Background: an optimization exercise with open tools, aiming at small area, a short achievable clock period and few clock cycles per item. Do not read the settings as production practice.
Only simulation tests tie the RTL to the original design; equivalence was not proved.

==> flow/design.v <==
module fp32_mul (
    input  wire [31:0] a,
    input  wire [31:0] b,
    output reg  [31:0] p
);
    localparam [31:0] QNAN = 32'h7FC00000;
    wire        sa = a[31], sb = b[31];
    wire [7:0]  ea = a[30:23], eb = b[30:23];
    wire [22:0] fa = a[22:0], fb = b[22:0];
    wire        s  = sa ^ sb;
    wire a_nan  = (ea == 8'hFF) && (fa != 0);
    wire b_nan  = (eb == 8'hFF) && (fb != 0);
    wire a_inf  = (ea == 8'hFF) && (fa == 0);
    wire b_inf  = (eb == 8'hFF) && (fb == 0);
    wire a_zero = (ea == 8'h00) && (fa == 0);
    wire b_zero = (eb == 8'h00) && (fb == 0);
    wire [23:0] ma = {(ea != 0), fa};
    wire [23:0] mb = {(eb != 0), fb};
    wire [9:0]  xa = (ea == 0) ? 10'd1 : {2'b0, ea};
    wire [9:0]  xb = (eb == 0) ? 10'd1 : {2'b0, eb};
    wire [47:0] prod = ma * mb;
    function [5:0] lzc48(input [47:0] v);
        reg [47:0] t;
        begin
            t = v;
            lzc48 = 6'd0;
            if (t[47:16] == 0) begin lzc48 = lzc48 + 6'd32; t = t << 32; end
            if (t[47:32] == 0) begin lzc48 = lzc48 + 6'd16; t = t << 16; end
            if (t[47:40] == 0) begin lzc48 = lzc48 + 6'd8;  t = t << 8;  end
            if (t[47:44] == 0) begin lzc48 = lzc48 + 6'd4;  t = t << 4;  end
            if (t[47:46] == 0) begin lzc48 = lzc48 + 6'd2;  t = t << 2;  end
            if (t[47]    == 0) begin lzc48 = lzc48 + 6'd1;               end
        end
    endfunction
    reg  [5:0]         lz;
    reg  [47:0]        pn;        
    reg  signed [11:0] er;        
    reg  [11:0]        sh;        
    reg  [49:0]        w;         
    reg                sticky;
    reg  [24:0]        m;         
    reg  signed [11:0] e;
    reg                rnd;
    always @* begin
        lz  = lzc48(prod);
        pn  = prod << lz;
        er  = $signed({2'b0, xa}) + $signed({2'b0, xb}) - 12'sd126 - $signed({6'b0, lz});
        if (er < 12'sd1) begin
            sh = 12'sd1 - er;
            e  = 12'sd1;
        end else begin
            sh = 12'd0;
            e  = er;
        end
        if (sh > 12'd49) begin
            w      = 50'd0;
            sticky = (pn != 0);
        end else begin
            w      = {pn, 2'b00} >> sh;
            sticky = (({pn, 2'b00} & ~({50{1'b1}} << sh)) != 0);
        end
        rnd = w[25] & ((|w[24:0]) | sticky | w[26]);
        m   = {1'b0, w[49:26]} + {24'd0, rnd};
        if (m[24]) begin
            m = m >> 1;
            e = e + 12'sd1;
        end
        if (a_nan || b_nan || (a_inf && b_zero) || (b_inf && a_zero))
            p = QNAN;
        else if (a_inf || b_inf)
            p = {s, 8'hFF, 23'd0};
        else if (a_zero || b_zero)
            p = {s, 31'd0};
        else if (e >= 12'sd255)
            p = {s, 8'hFF, 23'd0};
        else
            p = {s, (m[23] ? e[7:0] : 8'd0), m[22:0]};
    end
endmodule
module fp32_add (
    input  wire [31:0] a,
    input  wire [31:0] b,
    output reg  [31:0] r
);
    localparam [31:0] QNAN = 32'h7FC00000;
    wire a_nan = (a[30:23] == 8'hFF) && (a[22:0] != 0);
    wire b_nan = (b[30:23] == 8'hFF) && (b[22:0] != 0);
    wire a_inf = (a[30:23] == 8'hFF) && (a[22:0] == 0);
    wire b_inf = (b[30:23] == 8'hFF) && (b[22:0] == 0);
    wire        swap = (b[30:0] > a[30:0]);
    wire [31:0] x = swap ? b : a;
    wire [31:0] y = swap ? a : b;
    wire        sx = x[31], sy = y[31];
    wire [23:0] mx = {(x[30:23] != 0), x[22:0]};
    wire [23:0] my = {(y[30:23] != 0), y[22:0]};
    wire [8:0]  ex = (x[30:23] == 0) ? 9'd1 : {1'b0, x[30:23]};
    wire [8:0]  ey = (y[30:23] == 0) ? 9'd1 : {1'b0, y[30:23]};
    wire [8:0]  d  = ex - ey;
    function [4:0] lzc27(input [26:0] v);
        reg [26:0] t;
        begin
            t = v;
            lzc27 = 5'd0;
            if (t[26:11] == 0) begin lzc27 = lzc27 + 5'd16; t = t << 16; end
            if (t[26:19] == 0) begin lzc27 = lzc27 + 5'd8;  t = t << 8;  end
            if (t[26:23] == 0) begin lzc27 = lzc27 + 5'd4;  t = t << 4;  end
            if (t[26:25] == 0) begin lzc27 = lzc27 + 5'd2;  t = t << 2;  end
            if (t[26]    == 0) begin lzc27 = lzc27 + 5'd1;               end
        end
    endfunction
    reg [49:0]  yw;
    reg [26:0]  wa, wb;       
    reg [27:0]  S;
    reg [26:0]  N;
    reg [9:0]   e;
    reg [4:0]   lz;
    reg [9:0]   shl;
    reg         rnd;
    reg [24:0]  m;
    reg         rs;
    always @* begin
        wa = {mx, 3'b000};
        lz = 5'd0;
        shl = 10'd0;
        yw = (d > 9'd26) ? 50'd0 : ({my, 26'd0} >> d);
        wb = {yw[49:24], ((|yw[23:0]) || (d > 9'd26 && my != 0))};
        if (sx == sy) S = {1'b0, wa} + {1'b0, wb};
        else          S = {1'b0, wa} - {1'b0, wb};
        e  = {1'b0, ex};
        rs = sx;
        if (S[27]) begin
            N = {S[27:2], S[1] | S[0]};
            e = e + 10'd1;
        end else begin
            lz  = lzc27(S[26:0]);
            shl = (e - 10'd1 < {5'd0, lz}) ? e - 10'd1 : {5'd0, lz};
            N   = S[26:0] << shl;
            e   = e - shl;
        end
        rnd = N[2] & (N[1] | N[0] | N[3]);
        m   = {1'b0, N[26:3]} + {24'd0, rnd};
        if (m[24]) begin
            m = m >> 1;
            e = e + 10'd1;
        end
        if (S == 0 && sx != sy)
            rs = 1'b0;               
        if (a_nan || b_nan || (a_inf && b_inf && (a[31] != b[31])))
            r = QNAN;
        else if (a_inf)
            r = a;
        else if (b_inf)
            r = b;
        else if (e >= 10'd255)
            r = {rs, 8'hFF, 23'd0};
        else
            r = {rs, (m[23] ? e[7:0] : 8'd0), m[22:0]};
    end
endmodule
module crf_cascade (
    input  wire        clk,
    input  wire        rst,         
    input  wire        init,        
    input  wire        cfg_we,      
    input  wire [3:0]  cfg_addr,    
    input  wire [31:0] cfg_data,
    input  wire        in_valid,
    output wire        in_ready,
    input  wire [31:0] in_i,
    input  wire [31:0] in_q,
    output reg         out_valid,
    output wire [31:0] out_i,
    output wire [31:0] out_q
);
    reg [31:0] coef [0:9];
    reg [31:0] x0 [0:3];
    reg [31:0] x1 [0:3];
    reg [31:0] x2 [0:3];
    reg [31:0] y0 [0:3];
    reg [31:0] y1 [0:3];
    reg        busy;
    reg        sec;     
    reg        lane;    
    reg [2:0]  term;    
    reg [31:0] acc;
    wire [1:0] idx = {sec, lane};
    reg [31:0] c_op, d_op;
    always @* begin
        c_op = coef[{1'b0, sec} * 4'd5 + {1'b0, term}];
        case (term)
            3'd0:    d_op = x0[idx];
            3'd1:    d_op = x1[idx];
            3'd2:    d_op = x2[idx];
            3'd3:    d_op = y0[idx];
            default: d_op = y1[idx];
        endcase
    end
    wire [31:0] prod;
    wire [31:0] sum;
    fp32_mul u_mul (.a(c_op), .b(d_op), .p(prod));
    fp32_add u_add (.a(acc), .b({prod[31] ^ (term >= 3'd3), prod[30:0]}), .r(sum));
    wire [31:0] part = (term == 3'd0) ? prod : sum;
    assign in_ready = !busy;
    assign out_i    = y0[2];
    assign out_q    = y0[3];
    integer k;
    always @(posedge clk) begin
        if (rst) begin
            for (k = 0; k < 10; k = k + 1) coef[k] <= 32'd0;
            for (k = 0; k < 4; k = k + 1) begin
                x0[k] <= 32'd0; x1[k] <= 32'd0; x2[k] <= 32'd0;
                y0[k] <= 32'd0; y1[k] <= 32'd0;
            end
            busy      <= 1'b0;
            sec       <= 1'b0;
            lane      <= 1'b0;
            term      <= 3'd0;
            acc       <= 32'd0;
            out_valid <= 1'b0;
        end else begin
            out_valid <= 1'b0;
            if (!busy) begin
                if (in_valid) begin
                    x2[0] <= x1[0]; x1[0] <= x0[0]; x0[0] <= in_i;
                    x2[1] <= x1[1]; x1[1] <= x0[1]; x0[1] <= in_q;
                    busy <= 1'b1;
                    sec  <= 1'b0;
                    lane <= 1'b0;
                    term <= 3'd0;
                end else if (init) begin
                    for (k = 0; k < 4; k = k + 1) begin
                        x0[k] <= 32'd0; x1[k] <= 32'd0; x2[k] <= 32'd0;
                        y0[k] <= 32'd0; y1[k] <= 32'd0;
                    end
                end else if (cfg_we && cfg_addr < 4'd10) begin
                    coef[cfg_addr] <= cfg_data;
                end
            end else begin
                acc <= part;
                if (term != 3'd4) begin
                    term <= term + 3'd1;
                end else begin
                    y1[idx] <= y0[idx];
                    y0[idx] <= part;
                    term    <= 3'd0;
                    lane    <= ~lane;
                    if (lane) begin
                        if (!sec) begin
                            x2[2] <= x1[2]; x1[2] <= x0[2]; x0[2] <= y0[0];
                            x2[3] <= x1[3]; x1[3] <= x0[3]; x0[3] <= part;
                            sec <= 1'b1;
                        end else begin
                            busy      <= 1'b0;
                            out_valid <= 1'b1;
                        end
                    end
                end
            end
        end
    end
endmodule
==> flow/run.sh <==
#!/bin/bash
# synth_recipe.tcl (not shown) runs the flow's synth.tcl, then flattens the netlist and writes it again
# the make line also repeats each setting of config.mk as NAME=value (left out here)
make -C /OpenROAD-flow-scripts/flow DESIGN_CONFIG=/design/flow/config.mk WORK_HOME=/design/flow/orfs CLKGATE_MAP_FILE= SYNTH_SCRIPT=/design/flow/synth_recipe.tcl finish
==> flow/config.mk <==
export PLATFORM = sky130hd
export DESIGN_NAME = crf_cascade
export DESIGN_NICKNAME = crf_cascade
export VERILOG_FILES = /design/flow/design.v
export SDC_FILE = /design/flow/constraint.sdc
export NUM_CORES = 4
export LEC_CHECK = 0
export CAP_MARGIN = 20
export CORE_MARGIN = 2
export CORE_UTILIZATION = 40
export PLACE_DENSITY = 0.6
export SLEW_MARGIN = 20
==> flow/constraint.sdc <==
create_clock -name core_clock -period 40.0 [get_ports {clk}]
set_input_delay 8.0000 -clock core_clock [delete_from_list [all_inputs] [get_ports {clk}]]
set_output_delay 8.0000 -clock core_clock [all_outputs]
set_load 0.01 [all_outputs]
==> flow_summary_export.csv <==
group,metric,value,unit
floorplan,dieArea,238000,µm²
clock_network,clk_pin_slew,0.06,ns
hold_path,min_to,"x2[3][21]",
floorplan,ios,171,
setup_path,critPathMaxStageDelay,0.95,ns
logic_synthesis,synth.area.top_cells,"edfxtp_1 (25%), fa_1 (10%), dfxtp_1 (9.1%)",
setup_path,r2r_end,"y0[0][16]",
clock_network,ctsLongestPathBuffers,3,
timing,hold_viol_final,0,
floorplan,start_util,40.2,%
logic_synthesis,async_reset_ff_share,0,%
global_routing,grt_pass1_vias,82300,
floorplan,rows,177,
timing,setup_viol,0,
clock_network,cts_tree,"yes",
logic_synthesis,synthCells,9858,
timing,slew_viol_final,0,
hold_path,hold_path_startpoint,"x2[3][21]",
timing,slew-limit-headroom,22.0,%
layout,mostFrequentLayoutCells,"nand2_1 (1189), nor2_1 (1117), edfxtp_1 (768)",
placement,dp_slack,0.310,ns
setup_path,critPathArrivalTime,38.48,ns
logic_synthesis,synth_edf_count,768,
hold_path,whs_path_depth,2,
placement,port_buffers,170,
global_routing,grt_pass1_wl,581000,µm
layout,n_fill_cell,22100,
clock_network,h-tree-depth,4,
setup_path,rr_worst_depth,154,
timing,tightest_slew,1.17,ns
clock_network,cts-hold-fix-buffers,0,
timing,worst_slack,2.03,ns
logic_synthesis,yosysSeqAreaShare,33.7,%
setup_path,path_common_cell,"nor2_1",
layout,final_area,105000,µm²
logic_synthesis,yosys_warnings,6,
routing,via_count,85000,
setup_path,crit_fanout,57,
logic_synthesis,synth_ff_type,"edfxtp_1",
timing,fmax,0.0263,GHz
setup_path,critPathKind,"flop to flop",
job,cap_violations,0,
layout,finalNetCount,11000,
timing,fin_crit,37.97,ns
floorplan,die_w,487,µm
outcome,status,"complete, no violations",
logic_synthesis,yosys.area.top_type_share,24.7,%
routing,vias_per_cell,6.42,
clock_network,cts_buffers,133,
global_routing,overflow,0,
timing,rsz0062_at_grt,"no",
setup_path,regToRegSetupSlack,2.03,ns
global_routing,grt_start_max_net_pins,221,
logic_synthesis,avgSynthCellArea,9.48,µm²
floorplan,core_area,233000,µm²
floorplan,die_y,487,µm
routing,wire_per_inst,30.7,µm
timing,min_period_over_period,94.9,%
setup_path,slowest_stage,"mux4_1",
placement,placed_area,100000,µm²
global_routing,grt_usage,32.9,%
layout,fin_util,45.3,%
timing,fin_skew,0.0429,ns
clock_network,cts_sinks,1191,
setup_path,rr_startpoint,"sec",
layout,final_layout_size_suffix_gt1_share,12.5,%
logic_synthesis,syn_area,93500,µm²
clock_network,cts_root_buffer,"clkbuf_16",
routing,final_antenna_net_count,0,
setup_path,startpoint_type,"flop",
timing,setup_tns,0,ns
routing,drt-total-wl,406000,µm
layout,final_common_cell,"nand2_1",
logic_synthesis,synth_cell_type_count,130,
placement,dp_hpwl,296000,µm
global_routing,antenna_found_initial,7,
setup_path,critPathCaptureType,"flop",
clock_network,clock_latency,0.79,ns
routing,drt_first_pass_iters,7,
logic_synthesis,ys_seq_elements,1191,
logic_synthesis,yosysTopAreaCell,"edfxtp_1",
routing,drc,0,
hold_path,hp-class,"flop to flop",
setup_path,required,40.51,ns
layout,synthToLayoutAreaGrowth,12.8,%
routing,drtIter0Drc,11500,
placement,gp_congestion,1.02,
state kept, by name (all words and copies together) (netlist names):
register	cells
acc	32
busy	1
coef	512
lane	1
out_valid	1
sec	1
term	3
x0	128
x1	128
x2	128
y0	128
y1	128
metrics by stage:
step,instances,hold WS (ns)
2_1_floorplan,10000,0.429
3_3_place_gp,12900,0.434
3_5_place_dp,12900,0.443
4_1_cts,13200,0.450
5_1_grt,13200,0.466
6_report,13200,0.446
worst max-delay path by stage:
stage / startpoint / endpoint / slack (ns) / cells after the start
2_1_floorplan: term[0] / acc[25] / 4.60 / 173
3_3_place_gp: sec / y0[0][2] / -0.1 / 155
3_5_place_dp: sec / y0[0][2] / 0.31 / 156
4_1_cts: sec / y0[0][2] / 0.15 / 156
5_1_grt: sec / y0[0][12] / 0.001 / 160
6_report: sec / y0[0][16] / 2.03 / 154
layer usage:
layer | vias to the layer above | track usage (%) | wire (µm)
met2 | 4845 | 48.7 | 175000
met1 | 43100 | 47.0 | 172000
met5 | - | 0 | 40
li1 | 36300 | - | -
met3 | 718 | 7.00 | 40800
met4 | 6 | 12.6 | 17400
area by class of cell:
type / count / area, µm² / share of cell area, %
repair buffers: 589 / 5080 / 4.82
multi-input cells: 7612 / 58600 / 55.6
inverters: 542 / 2060 / 1.95
well taps: 3043 / 3810 / 3.61
clock inverters: 61 / 602 / 0.571
flip-flops and latches: 1191 / 31500 / 29.9
repair inverters: 1 / 5.00 / 0.00475
clock buffers: 184 / 3730 / 3.54
diodes: 6 / 15.0 / 0.0142
kinds of logic (layout without fill, tap and decap cells):
| family | Yosys count | after routing | share of synthesized area [%] |
|---|---|---|---|
| xor gates and xnor gates | 145 | 145 | 1.36 |
| buffers and inverters | 1254 | 1377 | 5.31 |
| AOI/OAI and AO/OA | 2270 | 2270 | 16.9 |
| DFF | 1191 | 1191 | 33.7 |
| muxes | 551 | 558 | 10.1 |
| other | 2 | 199 | 0.00803 |
| and+or+nand+nor | 3655 | 3656 | 18.1 |
| adders and majority gates | 790 | 790 | 14.5 |
Yosys cell counts (all sizes together) (26+ instances only):
library cell	count
nand2	1192
nor2	1127
edfxtp	768
a21oi	554
clkbuf	537
inv	536
fa	487
dfxtp	423
nand3	339
o21ai	320
mux4	307
a22oi	306
ha	303
mux2i	177
buf	175
nor3	175
and2	169
a211oi	126
and3	117
nand4	108
o211ai	105
xnor2	98
a21o	93
nor4	82
o22ai	79
mux2	67
a31oi	66
nor2b	65
or2	63
a221oi	61
o221ai	58
or3	52
nand2b	49
xor2	47
and4	45
o21bai	42
o31ai	38
o21a	35
a221o	26
what timing repair did:
action | 4_1_cts | 5_1_grt
hold endpoints to repair | 0 | 0
buffers inserted | 0 | 26
endpoints found under the setup margin | 0 | 186
gates resized for setup | 0 | 59
critical path: cells and delay by family (launching register included):
kind	cells	cell delay, ns
adder cells (fa/ha/maj)	20	7.57
AND/OR/NAND/NOR	52	10.77
flip-flops	1	0.47
buffers and inverters	22	3.71
XOR/XNOR	2	0.54
AO/OA/AOI/OAI	53	12.04
multiplexers	5	2.40
Testbench counts, summed over its fixed seeds: cycles 43,016, items 2,048.

-- what the ideal ports hide --
How much do the figures lean on ideal ports? The routed layout below was timed once more, with nothing changed but the port constraints.
Step 1 sets driving cells, clkbuf_16 on the clock port and buf_2 on the other inputs (assumed; they add their load-dependent delay and slew).
Step 2 also shifts input and output timing later by t, the mid clock arrival at the registers, as if the neighbouring blocks saw the same clock.
Three values: ideal ports, drivers, drivers and shift; two values: the first two.
t, ns: 0.861
slack for setup (ns): 2.027 / 2.027 / 2.027
worst setup path at the end: register to register
worst slew at a driven data input, ns: 0.09
pins driven straight from the clock port: 1
After both steps setup and hold are still met in this run. The setup slack of this run moves by 0.000 ns with the drivers and by 0.000 ns with both steps.
